From an optimization exercise on the open Yosys and OpenROAD flow, aimed at small area, a short achievable clock period and few clock cycles; shortcuts taken in it are not production practice.
The RTL was checked by simulation tests, not by an equivalence proof against the original design.
Power is estimated from default activity; no workload was simulated.

==> inputs of build 18 <==
==> flow/design.v (excerpt) <==
module pae_engine (
    input  wire        clk,
    input  wire        rst,
    input  wire        cmd_valid,
    output wire        cmd_ready,
    input  wire [63:0] cmd_data,
    input  wire [31:0] time_us,
    output reg         resp_valid,
    output reg  [31:0] resp_data,
    output wire [3:0]  pin
);
Settings: LEC_CHECK=0, ABC_AREA=1, CAP_MARGIN=20, CORE_MARGIN=2, CORE_UTILIZATION=50, PLACE_DENSITY=0.65, SETUP_SLACK_MARGIN=4, SLEW_MARGIN=20; clock period 12.0 ns.
run.sh (not shown) runs the stock make flow with config.mk's settings and CLKGATE_MAP_FILE= SYNTH_SCRIPT=/design/flow/synth_recipe.tcl, a recipe that flattens the netlist after the stock synthesis.
==> trial 25: changes against build 18 <==
--- a/flow/design.v
+++ b/flow/design.v
@@ -119,15 +119,17 @@
     reg [4:0]  cnt;
     reg [15:0] fval;
     reg [NB-1:0] bs;
     reg [15:0] rd;
     reg [S-1:0] qp;           
     reg [23:0] qd;
-    reg [23:0] rm, qma, qmb;
+    reg [23:0] rm, qma;
+    reg [11:0] qmb;           
     reg [13:0] rw;
-    reg [23:0] qw_a, qw_b, qs_a, qs_b;
+    reg [23:0] qw_a, qs_a;
+    reg [11:0] qw_b, qs_b;
     reg [13:0] rs;
     assign cmd_ready = (state == S_IDLE);
     wire [7:0]  c_op = cmd_data[63:56];
     wire [7:0]  c_ch = cmd_data[55:48];
     wire [1:0]  c_c  = cmd_data[49:48];
     wire [15:0] c_a  = cmd_data[47:32];
@@ -139,12 +141,16 @@
     wire        c_zero_all = c_zero_bc && (c_ch == 8'd0) && (c_a == 16'd0);
     wire        acc = cmd_valid && (state == S_IDLE);
     wire [31:0] now = time_us;
     wire        now_ge_lt = (now >= lasttick);
     wire [31:0] xabs      = lasttick - reftime;
     wire        xabs_ok   = (xabs[31:26] != 6'h3f);
+    wire [32:0] e25       = {1'b0, lasttick} + 33'h2000000;
+    wire        lt25      = (now < e25[31:0]);
+    wire        u_small   = e25[32] ? (now_ge_lt | lt25) : (now_ge_lt & lt25);
+    wire [26:0] x3;
     wire [NCH-1:0] tok;
     wire [23:0] npos [0:NCH-1];
     wire [NCH-1:0] act;
     genvar ga;
     generate
         for (ga = 0; ga < NCH; ga = ga + 1) begin : g_act
@@ -169,12 +175,13 @@
             assign tok[gc] = e[32] ? (now_ge_lt | lt) : (now_ge_lt & lt);
             wire [23:0] sel;
             if (ABSMASK[gc]) begin : g_abs
                 wire [26:0] k3 = {3'd0, pos[gc]} - lasttick[26:0] - {2'd0, p, 1'b0} - {3'd0, p};
                 wire [26:0] c3 = now[26:0] + k3;
                 assign m = {7'd0, p, 2'b00} - {9'd0, pos[gc]};
+                assign x3  = c0;
                 assign sel = !c3[26] ? c3[23:0] : !c2[26] ? c2[23:0] :
                              !c1[26] ? c1[23:0] : c0[23:0];
             end else begin : g_acc
                 assign m = {8'd0, p, 1'b1};           
                 assign sel = !c2[26] ? c2[23:0] : !c1[26] ? c1[23:0] : c0[23:0];
             end
@@ -246,15 +253,24 @@
         .r(rw), .b(wq), .a1(wa1), .a3(wa3), .n1(-18'sd10000), .n3(-18'sd30000), .n5(-18'sd50000),
         .r_n(rw_n), .r_h(rw_h), .q_lo(qw_lo), .q_hi(qw_hi));
     pae_mm4 #(.R(SR/2), .W(14), .H(S/2)) u_s (
         .r(rs), .b(wq), .a1(sa1), .a3(sa3), .n1(-18'sd10000), .n3(-18'sd30000), .n5(-18'sd50000),
         .r_n(rs_n), .r_h(rs_h), .q_lo(qs_lo), .q_hi(qs_hi));
     wire [23:0] wb_p     = (mode == M_FREQ) ? qd : period[ch];
-    wire [23:0] wb_pos   = qma + {qmb[22:0], 1'b0};
-    wire [23:0] wb_width = qw_a + {qw_b[22:0], 1'b0};
-    wire [23:0] wb_start = qs_a + {qs_b[22:0], 1'b0};
+    function [23:0] spread;       
+        input [11:0] v;
+        integer k;
+        begin
+            spread = 24'd0;
+            for (k = 0; k < 11; k = k + 1)
+                spread[2*k+2] = v[k];
+        end
+    endfunction
+    wire [23:0] wb_pos   = qma + spread(qmb);
+    wire [23:0] wb_width = qw_a + spread(qw_b);
+    wire [23:0] wb_start = qs_a + spread(qs_b);
     wire [24:0] wb_e     = {1'b0, wb_start} + {1'b0, wb_width};
     wire        wb_wrap  = (wb_e > {1'b0, wb_p});
     wire [24:0] wb_end   = wb_wrap ? (wb_e - {1'b0, wb_p}) : wb_e;
     wire [NCH-1:0] dirty_any = dirty_f | dirty_d | dirty_p;
     wire [NCH-1:0] later     = (ch == 2'd0) ? 4'b1110 : (ch == 2'd1) ? 4'b1100 :
                                (ch == 2'd2) ? 4'b1000 : 4'b0000;
@@ -389,20 +405,20 @@
                 cnt   <= l_cnt;
                 qp    <= {S{1'b0}};
                 wq    <= lf ? {SR{1'b0}} : l_bs[23 -: SR];
                 bs    <= lf ? {l_bs, {(NB-24){1'b0}}} : {l_bs << SR, {(NB-24){1'b0}}};
                 rd    <= l_rd[15:0];
                 qd    <= 24'd0;
-                rm    <= 24'd0; qma <= 24'd0; qmb <= 24'd0;
+                rm    <= 24'd0; qma <= 24'd0; qmb <= 12'd0;
                 first <= 1'b1;
                 wa1   <= {4'd0, l_duty};
                 wa3   <= {4'd0, l_duty} + {3'd0, l_duty, 1'b0};
                 sa1   <= {4'd0, l_phase};
                 sa3   <= {4'd0, l_phase} + {3'd0, l_phase, 1'b0};
-                rw    <= 14'd0; qw_a <= 24'd0; qw_b <= 24'd0;
-                rs    <= 14'd0; qs_a <= 24'd0; qs_b <= 24'd0;
+                rw    <= 14'd0; qw_a <= 24'd0; qw_b <= 12'd0;
+                rs    <= 14'd0; qs_a <= 24'd0; qs_b <= 12'd0;
                 state <= S_RUN;
                 if (lf && lc == 2'd3) abs_ok <= 1'b0;
                 if (loop_sched_ld) begin
                     if (dirty_d[lc]) duty[lc]  <= pend_d[lc];
                     if (dirty_p[lc]) phase[lc] <= pend_p[lc];
                     dirty_f[lc] <= 1'b0;
@@ -426,13 +442,14 @@
                             pos[i] <= npos[i];
                     fresh    <= 4'b1111;
                     lasttick <= now;
                     if (abs_ok && xabs_ok && tok[3]) begin
                         pos[3] <= npos[3];
                     end else begin
-                        bs    <= {{NB{1'b0}}, now - reftime};
+                        bs    <= (abs_ok && xabs_ok && u_small) ? {{(NB-27){1'b0}}, x3}
+                                                                : {{NB{1'b0}}, now - reftime};
                         ch    <= 2'd3;
                         mode  <= M_ABS;
                         state <= S_APREP;
                     end
                 end
                 OP_SCHED: loop <= L_SCHED;
@@ -486,28 +503,28 @@
                     mn1 <= 28'd0 - {4'd0, period[ch]};
                     mn3 <= 28'd0 - {4'd0, period[ch]} - {3'd0, period[ch], 1'b0};
                     mn5 <= 28'd0 - {4'd0, period[ch]} - {2'd0, period[ch], 2'b0};
                 end else begin
                     rm  <= rm_n;
                     qma <= {qma[23-S:0], qm_lo};
-                    qmb <= {qmb[23-S:0], qm_hi};
+                    qmb <= {qmb[10:0], qm_hi[1]};
                 end
                 if (mode == M_REC) begin
                     rw   <= rw_n;
                     qw_a <= {qw_a[23-SR:0], qw_lo};
-                    qw_b <= {qw_b[23-SR:0], qw_hi};
+                    qw_b <= {qw_b[9:0], qw_hi[3], qw_hi[1]};
                     rs   <= rs_n;
                     qs_a <= {qs_a[23-SR:0], qs_lo};
-                    qs_b <= {qs_b[23-SR:0], qs_hi};
+                    qs_b <= {qs_b[9:0], qs_hi[3], qs_hi[1]};
                 end else begin
                     rw   <= rw_h;
                     qw_a <= {qw_a[23-S:0], qw_lo[SR-1 -: S]};
-                    qw_b <= {qw_b[23-S:0], qw_hi[SR-1 -: S]};
+                    qw_b <= {qw_b[10:0], qw_hi[3]};
                     rs   <= rs_h;
                     qs_a <= {qs_a[23-S:0], qs_lo[SR-1 -: S]};
-                    qs_b <= {qs_b[23-S:0], qs_hi[SR-1 -: S]};
+                    qs_b <= {qs_b[10:0], qs_hi[3]};
                 end
                 cnt <= cnt - 5'd1;
                 if (cnt == 5'd1) begin
                     if (mode == M_ABS) begin
                         pos[3] <= rm_n;
                         abs_ok <= 1'b1;
Settings changed: CORE_UTILIZATION 50 to 45, PLACE_DENSITY 0.65 to 0.6, SETUP_SLACK_MARGIN 4 to 4.5.
==> qor summary <==
metric                                                                        trial 25                 build 18
Share of synthesized cell area in and, or, nand and nor gates                    0.192                    0.190
Synthesized area                                                            137000 µm²               136000 µm²
Post-placement setup slack                                                     1780 ps                  1890 ps
Critical path startpoint                                                         wq[3]                pos[0][0]
P per Cell Area                                                             127 nW/µm²               127 nW/µm²
Total length of routed met2 wires                                            294000 µm                270000 µm
Number of placed instances, taps included                                        22200                    21600
Total power consumption of the routed design                                  20100 µW                 19400 µW
Total via count after detailed routing                                          146000                   146000
Cell repeated most along the worst path                                          buf_6                  nand2_1
Maximum number of pins on one net before global-route repair                       112                      164
Run status                                                     complete, no violations  complete, no violations
Core Box Area                                                               303000 µm²               271000 µm²
Worst-case setup margin in the final layout                                    4300 ps                  4040 ps
Number of gates resized after CTS                                                  555                      180
Number of post-CTS setup repair buffers                                            197                       77
Clock-cell share of area                                                        0.0362                   0.0364
M1 WL                                                                        282000 µm                266000 µm
Met2 Track Usage GR                                                              0.642                    0.655
Met1 routing resource usage after global routing                                 0.586                    0.634
Internal Power                                                                11500 µW                 11200 µW
Post-DR vias/cell                                                                 6.32                     6.54
Worst voltage drop across the vdd grid                                        0.134 mV                 0.119 mV
Library cells used by synthesis                                                     86                       96
Leakage power                                                                0.0693 µW                0.0672 µW
Flip-flop and latch count after synthesis                                         1310                     1322
Routed wire length on met3                                                    95700 µm                109000 µm
Testbench counts of build 18, summed over its fixed seeds: cycles 43,569.
Testbench counts of trial 25, summed over its fixed seeds: cycles 42,673.

========
==> inputs of build 24 <==
Another version of the RTL of pae_engine (not shown whole).
## pae_engine
module pae_engine (
    input  wire        clk,
    input  wire        rst,
    input  wire        cmd_valid,
    output wire        cmd_ready,
    input  wire [63:0] cmd_data,
    input  wire [31:0] time_us,
    output reg         resp_valid,
    output reg  [31:0] resp_data,
    output wire [3:0]  pin
);
    localparam NCH = 4;
    localparam S   = 2;                          
    localparam NB  = ((32 + S - 1) / S) * S;     
    localparam NG  = 24 / S;                     
    localparam NGB = NB / S;                     
    localparam SR  = 2 * S;                      
    localparam NGR = 24 / SR;
    localparam [3:0]  ABSMASK   = 4'b1000;
    localparam [15:0] INIT_FREQ = 16'd100;
    localparam [23:0] INIT_PER  = 24'd100000;
    localparam [23:0] TENM      = 24'd10000000;
    localparam [7:0] OP_BEGIN = 8'h01, OP_TICK  = 8'h02,
                     OP_SCHED = 8'h03, OP_SETF  = 8'h10, OP_SETD  = 8'h11,
                     OP_SETP  = 8'h12, OP_SETG  = 8'h13, OP_NXTF  = 8'h20,
                     OP_NXTD  = 8'h21, OP_NXTP  = 8'h22, OP_GET   = 8'h40;
    localparam [1:0] S_IDLE = 2'd0, S_RUN = 2'd1, S_WB = 2'd2, S_APREP = 2'd3;
    localparam [1:0] M_FREQ = 2'd0, M_REC = 2'd1, M_ABS = 2'd2;
    localparam [1:0] L_ONE = 2'd0, L_GFREQ = 2'd1, L_SCHED = 2'd2;
    reg [15:0] freq   [0:NCH-1];
    reg [13:0] duty   [0:NCH-1];
    reg [13:0] phase  [0:NCH-1];
    reg [23:0] period [0:NCH-1];
    reg [23:0] wstart [0:NCH-1];
    reg [23:0] wend   [0:NCH-1];
    reg [23:0] pos    [0:NCH-1];
    reg [NCH-1:0] wraps;
    reg [NCH-1:0] out;
    reg [NCH-1:0] fresh;      
    reg [15:0] pend_f [0:NCH-1];
    reg [13:0] pend_d [0:NCH-1];
    reg [13:0] pend_p [0:NCH-1];
    reg [NCH-1:0] dirty_f, dirty_d, dirty_p;
    reg        run;
    reg [31:0] lasttick;
    reg [31:0] reftime;
    reg        abs_ok;       
    reg [1:0]  state;
    reg [1:0]  mode;
    reg [1:0]  loop;
    reg [1:0]  ch;
    reg [4:0]  cnt;
    reg [15:0] fval;
    reg [NB-1:0] bs;
    reg [15:0] rd;
    reg [S-1:0] qp;           
    reg [23:0] qd;
    reg [23:0] rm, qma;
    reg [11:0] qmb;           
    reg [13:0] rw;
    reg [23:0] qw_a, qs_a;
    reg [11:0] qw_b, qs_b;
    reg [13:0] rs;
    assign cmd_ready = (state == S_IDLE);
  ...
Settings: LEC_CHECK=0, ABC_AREA=1, CAP_MARGIN=20, CORE_MARGIN=2, CORE_UTILIZATION=50, PLACE_DENSITY=0.65, SETUP_SLACK_MARGIN=5, SLEW_MARGIN=20; clock period 12.0 ns.
==> inputs of build 88, as changes to build 24 <==
--- a/flow/design.v
+++ b/flow/design.v
@@ -117,18 +117,17 @@
     reg [1:0]  loop;
     reg [1:0]  ch;
     reg [4:0]  cnt;
     reg [15:0] fval;
     reg [NB-1:0] bs;
     reg [15:0] rd;
     reg [S-1:0] qp;           
     reg [23:0] qd;
-    reg [23:0] rm, qma;
-    reg [11:0] qmb;           
+    reg [23:0] rm, qm;        
     reg [13:0] rw;
     reg [23:0] qw_a, qs_a;
     reg [11:0] qw_b, qs_b;
     reg [13:0] rs;
     assign cmd_ready = (state == S_IDLE);
     wire [7:0]  c_op = cmd_data[63:56];
     wire [7:0]  c_ch = cmd_data[55:48];
     wire [1:0]  c_c  = cmd_data[49:48];
@@ -139,16 +138,20 @@
     wire [13:0] c_pcl  = (c_a > 16'd9999)  ? 14'd9999  : c_a[13:0];
     wire        c_zero_bc  = (cmd_data[31:0] == 32'd0);
     wire        c_zero_all = c_zero_bc && (c_ch == 8'd0) && (c_a == 16'd0);
     wire        acc = cmd_valid && (state == S_IDLE);
     wire [31:0] now = time_us;
     wire        now_ge_lt = (now >= lasttick);
     wire [31:0] xabs      = lasttick - reftime;
     wire        xabs_ok   = (xabs[31:26] != 6'h3f);
+    wire [32:0] e25       = {1'b0, lasttick} + 33'h2000000;
+    wire        lt25      = (now < e25[31:0]);
+    wire        u_small   = e25[32] ? (now_ge_lt | lt25) : (now_ge_lt & lt25);
+    wire [26:0] x3;
     wire [NCH-1:0] tok;
     wire [23:0] npos [0:NCH-1];
     wire [NCH-1:0] act;
     genvar ga;
     generate
         for (ga = 0; ga < NCH; ga = ga + 1) begin : g_act
             assign act[ga] = wraps[ga] ? ((pos[ga] >= wstart[ga]) || (pos[ga] < wend[ga]))
                                        : ((pos[ga] >= wstart[ga]) && (pos[ga] < wend[ga]));
@@ -169,16 +172,17 @@
             wire [32:0] e  = {1'b0, lasttick} + m;
             wire        lt = (now < e[31:0]);
             assign tok[gc] = e[32] ? (now_ge_lt | lt) : (now_ge_lt & lt);
             wire [23:0] sel;
             if (ABSMASK[gc]) begin : g_abs
                 wire [26:0] k3 = {3'd0, pos[gc]} - lasttick[26:0] - {2'd0, p, 1'b0} - {3'd0, p};
                 wire [26:0] c3 = now[26:0] + k3;
                 assign m = {7'd0, p, 2'b00} - {9'd0, pos[gc]};
+                assign x3  = c0;
                 assign sel = !c3[26] ? c3[23:0] : !c2[26] ? c2[23:0] :
                              !c1[26] ? c1[23:0] : c0[23:0];
             end else begin : g_acc
                 assign m = {8'd0, p, 1'b1};           
                 assign sel = !c2[26] ? c2[23:0] : !c1[26] ? c1[23:0] : c0[23:0];
             end
             assign npos[gc] = tok[gc] ? sel : pos[gc];
         end
@@ -211,17 +215,19 @@
         integer k;
         begin
             lzb = NB;
             for (k = 0; k < NB; k = k + 1)
                 if (v[k]) lzb = NB - 1 - k;
         end
     endfunction
     wire [4:0]  l_bl   = bitlen16(lv);
-    wire [3:0]  l_gf   = (l_bl - 5'd1) / S;
+    wire [3:0]  l_gh   = l_bl / S;
+    wire [23:0] l_ph   = TENM >> (24 - l_gh * S);
+    wire [3:0]  l_gf   = (l_ph[15:0] < lv) ? l_gh : (l_bl - 5'd1) / S;
     wire [23:0] l_p    = period[lc];
     wire [3:0]  l_gr   = lz24(l_p) / SR;
     wire [4:0]  l_sh   = lf ? l_gf * S : l_gr * SR;
     wire [23:0] l_src  = lf ? TENM : l_p;
     wire [23:0] l_bs   = l_src << l_sh;
     wire [23:0] l_rd   = TENM >> (24 - l_gf * S);
     wire [13:0] l_duty  = (state == S_IDLE && c_op == OP_SETD) ? c_dcl :
                           (loop_sched_ld && dirty_d[lc]) ? pend_d[lc] : duty[lc];
@@ -255,17 +261,18 @@
         input [11:0] v;
         integer k;
         begin
             spread = 24'd0;
             for (k = 0; k < 11; k = k + 1)
                 spread[2*k+2] = v[k];
         end
     endfunction
-    wire [23:0] wb_pos   = qma + spread(qmb);
+    wire [21:0] qm_inc   = qm[21:0] + 22'd1;
+    wire [23:0] qm_n     = {qm_hi[1] ? qm_inc : qm[21:0], qm_lo};
     wire [23:0] wb_width = qw_a + spread(qw_b);
     wire [23:0] wb_start = qs_a + spread(qs_b);
     wire [24:0] wb_e     = {1'b0, wb_start} + {1'b0, wb_width};
     wire        wb_wrap  = (wb_e > {1'b0, wb_p});
     wire [24:0] wb_end   = wb_wrap ? (wb_e - {1'b0, wb_p}) : wb_e;
     wire [NCH-1:0] dirty_any = dirty_f | dirty_d | dirty_p;
     wire [NCH-1:0] later     = (ch == 2'd0) ? 4'b1110 : (ch == 2'd1) ? 4'b1100 :
                                (ch == 2'd2) ? 4'b1000 : 4'b0000;
@@ -398,17 +405,17 @@
                 mode  <= lf ? M_FREQ : M_REC;
                 fval  <= lv;
                 cnt   <= l_cnt;
                 qp    <= {S{1'b0}};
                 wq    <= lf ? {SR{1'b0}} : l_bs[23 -: SR];
                 bs    <= lf ? {l_bs, {(NB-24){1'b0}}} : {l_bs << SR, {(NB-24){1'b0}}};
                 rd    <= l_rd[15:0];
                 qd    <= 24'd0;
-                rm    <= 24'd0; qma <= 24'd0; qmb <= 12'd0;
+                rm    <= 24'd0; qm <= 24'd0;
                 first <= 1'b1;
                 wa1   <= {4'd0, l_duty};
                 wa3   <= {4'd0, l_duty} + {3'd0, l_duty, 1'b0};
                 sa1   <= {4'd0, l_phase};
                 sa3   <= {4'd0, l_phase} + {3'd0, l_phase, 1'b0};
                 rw    <= 14'd0; qw_a <= 24'd0; qw_b <= 12'd0;
                 rs    <= 14'd0; qs_a <= 24'd0; qs_b <= 12'd0;
                 state <= S_RUN;
@@ -435,17 +442,18 @@
                     for (i = 0; i < NCH; i = i + 1)
                         if (!ABSMASK[i])
                             pos[i] <= npos[i];
                     fresh    <= 4'b1111;
                     lasttick <= now;
                     if (abs_ok && xabs_ok && tok[3]) begin
                         pos[3] <= npos[3];
                     end else begin
-                        bs    <= {{NB{1'b0}}, now - reftime};
+                        bs    <= (abs_ok && xabs_ok && u_small) ? {{(NB-27){1'b0}}, x3}
+                                                                : {{NB{1'b0}}, now - reftime};
                         ch    <= 2'd3;
                         mode  <= M_ABS;
                         state <= S_APREP;
                     end
                 end
                 OP_SCHED: loop <= L_SCHED;
                 OP_SETG:  loop <= L_GFREQ;
                 OP_SETD: if (c_zero_bc && c_chok) duty[c_c]  <= c_dcl;
@@ -494,18 +502,17 @@
                 if (mode == M_FREQ && first) begin
                     ma1 <= {4'd0, pos[ch]};
                     ma3 <= {4'd0, pos[ch]} + {3'd0, pos[ch], 1'b0};
                     mn1 <= 28'd0 - {4'd0, period[ch]};
                     mn3 <= 28'd0 - {4'd0, period[ch]} - {3'd0, period[ch], 1'b0};
                     mn5 <= 28'd0 - {4'd0, period[ch]} - {2'd0, period[ch], 2'b0};
                 end else begin
                     rm  <= rm_n;
-                    qma <= {qma[23-S:0], qm_lo};
-                    qmb <= {qmb[10:0], qm_hi[1]};
+                    qm  <= qm_n;
                 end
                 if (mode == M_REC) begin
                     rw   <= rw_n;
                     qw_a <= {qw_a[23-SR:0], qw_lo};
                     qw_b <= {qw_b[9:0], qw_hi[3], qw_hi[1]};
                     rs   <= rs_n;
                     qs_a <= {qs_a[23-SR:0], qs_lo};
                     qs_b <= {qs_b[9:0], qs_hi[3], qs_hi[1]};
@@ -518,29 +525,35 @@
                     qs_b <= {qs_b[10:0], qs_hi[3]};
                 end
                 cnt <= cnt - 5'd1;
                 if (cnt == 5'd1) begin
                     if (mode == M_ABS) begin
                         pos[3] <= rm_n;
                         abs_ok <= 1'b1;
                         state  <= S_IDLE;
-                    end else if (mode == M_REC && !(loop == L_SCHED && sch_more)) begin
-                        pwb    <= 1'b1;
-                        state  <= S_IDLE;
+                    end else if (loop == L_ONE || (loop == L_SCHED && !sch_more)) begin
+                        if (mode == M_FREQ) begin
+                            freq[ch]   <= fval;
+                            period[ch] <= qd;
+                            pos[ch]    <= qm_n;
+                        end
+                        fresh[ch] <= 1'b0;
+                        pwb       <= 1'b1;
+                        state     <= S_IDLE;
                     end else
                         state  <= S_WB;
                 end
             end
             S_WB: begin
                 begin
                     if (mode == M_FREQ) begin
                         freq[ch]   <= fval;
                         period[ch] <= qd;
-                        pos[ch]    <= wb_pos;
+                        pos[ch]    <= qm;
                     end
                     fresh[ch]  <= 1'b0;
                     wstart[ch] <= wb_start;
                     wend[ch]   <= wb_end[23:0];
                     wraps[ch]  <= wb_wrap;
                 end
                 if (!ld) state <= S_IDLE;
             end
==> flow/config.mk (replaced) <==
export PLATFORM = sky130hd
export DESIGN_NAME = pae_engine
export DESIGN_NICKNAME = pae_engine
export VERILOG_FILES = /design/flow/design.v
export SDC_FILE = /design/flow/constraint.sdc
export NUM_CORES = 4
export LEC_CHECK = 0
export ABC_AREA = 1
export CAP_MARGIN = 20
export CORE_MARGIN = 2
export CORE_UTILIZATION = 45
export PLACE_DENSITY = 0.6
export SETUP_SLACK_MARGIN = 4.5
export SLEW_MARGIN = 20
==> qor summary <==
metric                                                                        build 24                 build 88
Xor and xnor area share after synthesis                                        0.06030                  0.06144
Non-clock buffering overhead in the final layout                               0.06252                  0.04952
Worst Path Max Fanout                                                                7                        6
Vias in the first global route                                                  132900                   126600
Count of multi-input gates                                                       13900                    13790
DRC violation total after the first TritonRoute iteration                        20340                    18810
Share of the synthesized area in the top cell type                              0.2605                   0.2598
Number of gates resized after cts                                                  862                      539
Detailed-routed wire length on met3                                          100500 um                 88130 um
Initial core utilization                                                        0.5019                   0.4510
Antenna violations before repair                                                    51                       66
Number of flops mapped to enable cells by yosys                                   1178                     1167
Buffers and inverters on the worst path                                             10                       12
Net count, final                                                                 20550                    20230
Share of post-route cells with drive strength above 1                           0.1364                   0.1106
Die Area                                                                    275700 um2               304100 um2
Post-Synth Simple-Gate Area                                                     0.1816                   0.1800
Layout Skew                                                                   117.0 ps                 96.12 ps
Half-perimeter wire length after placement                                   532600 um                505100 um
Proportion of cell area occupied by registers                                   0.2370                   0.2420
Setup Fix Bufs, Post-CTS                                                           336                      162
Clock network latency to the later pin of the worst-skew pair                   960 ps                   920 ps
Result of the run                                              complete, no violations  complete, no violations
R2R depth                                                                           59                       50
Share of the clock period used by the worst path after layout                   0.6223                   0.6541
Critical path data arrival time                                                8140 ps                  8430 ps
Proportion of total power due to net switching                                  0.4222                   0.4127
Testbench counts of build 24, summed over its fixed seeds: cycles 43,569.
Testbench counts of build 88, summed over its fixed seeds: cycles 41,048.

-- re-timing with driven ports --
Ports are ideal in the flow. The routed layouts listed here were re-timed in OpenROAD. Step 1: set_driving_cell puts a clkbuf_16 on clk and a buf_2 on each other input, an assumption about the parent block. Step 2 adds t to the input delays and takes it off the output delays; t is the mean of the earliest and latest rising clock arrival at the registers after step 1. Input paths then give back, and output paths get back, about the clock's delay inside the block. Slacks: no drivers / after step 1 / after step 2; pairs: no drivers / after step 1.
run	t (ns)	slack for setup (ns)	clock arrival spread, ns
build 18	1.000	4.045 / 3.951 / 3.162	0.148 / 0.148
trial 25	1.034	4.303 / 4.300 / 3.431	0.164 / 0.165
build 24	1.020	4.532 / 4.532 / 3.838	0.125 / 0.126
build 88	0.989	4.151 / 4.151 / 3.582	0.098 / 0.099
After both steps every run listed still meets setup and hold. The setup slack of build 18, which loses most, moves by -0.094 ns with the drivers and by -0.883 ns with both steps.
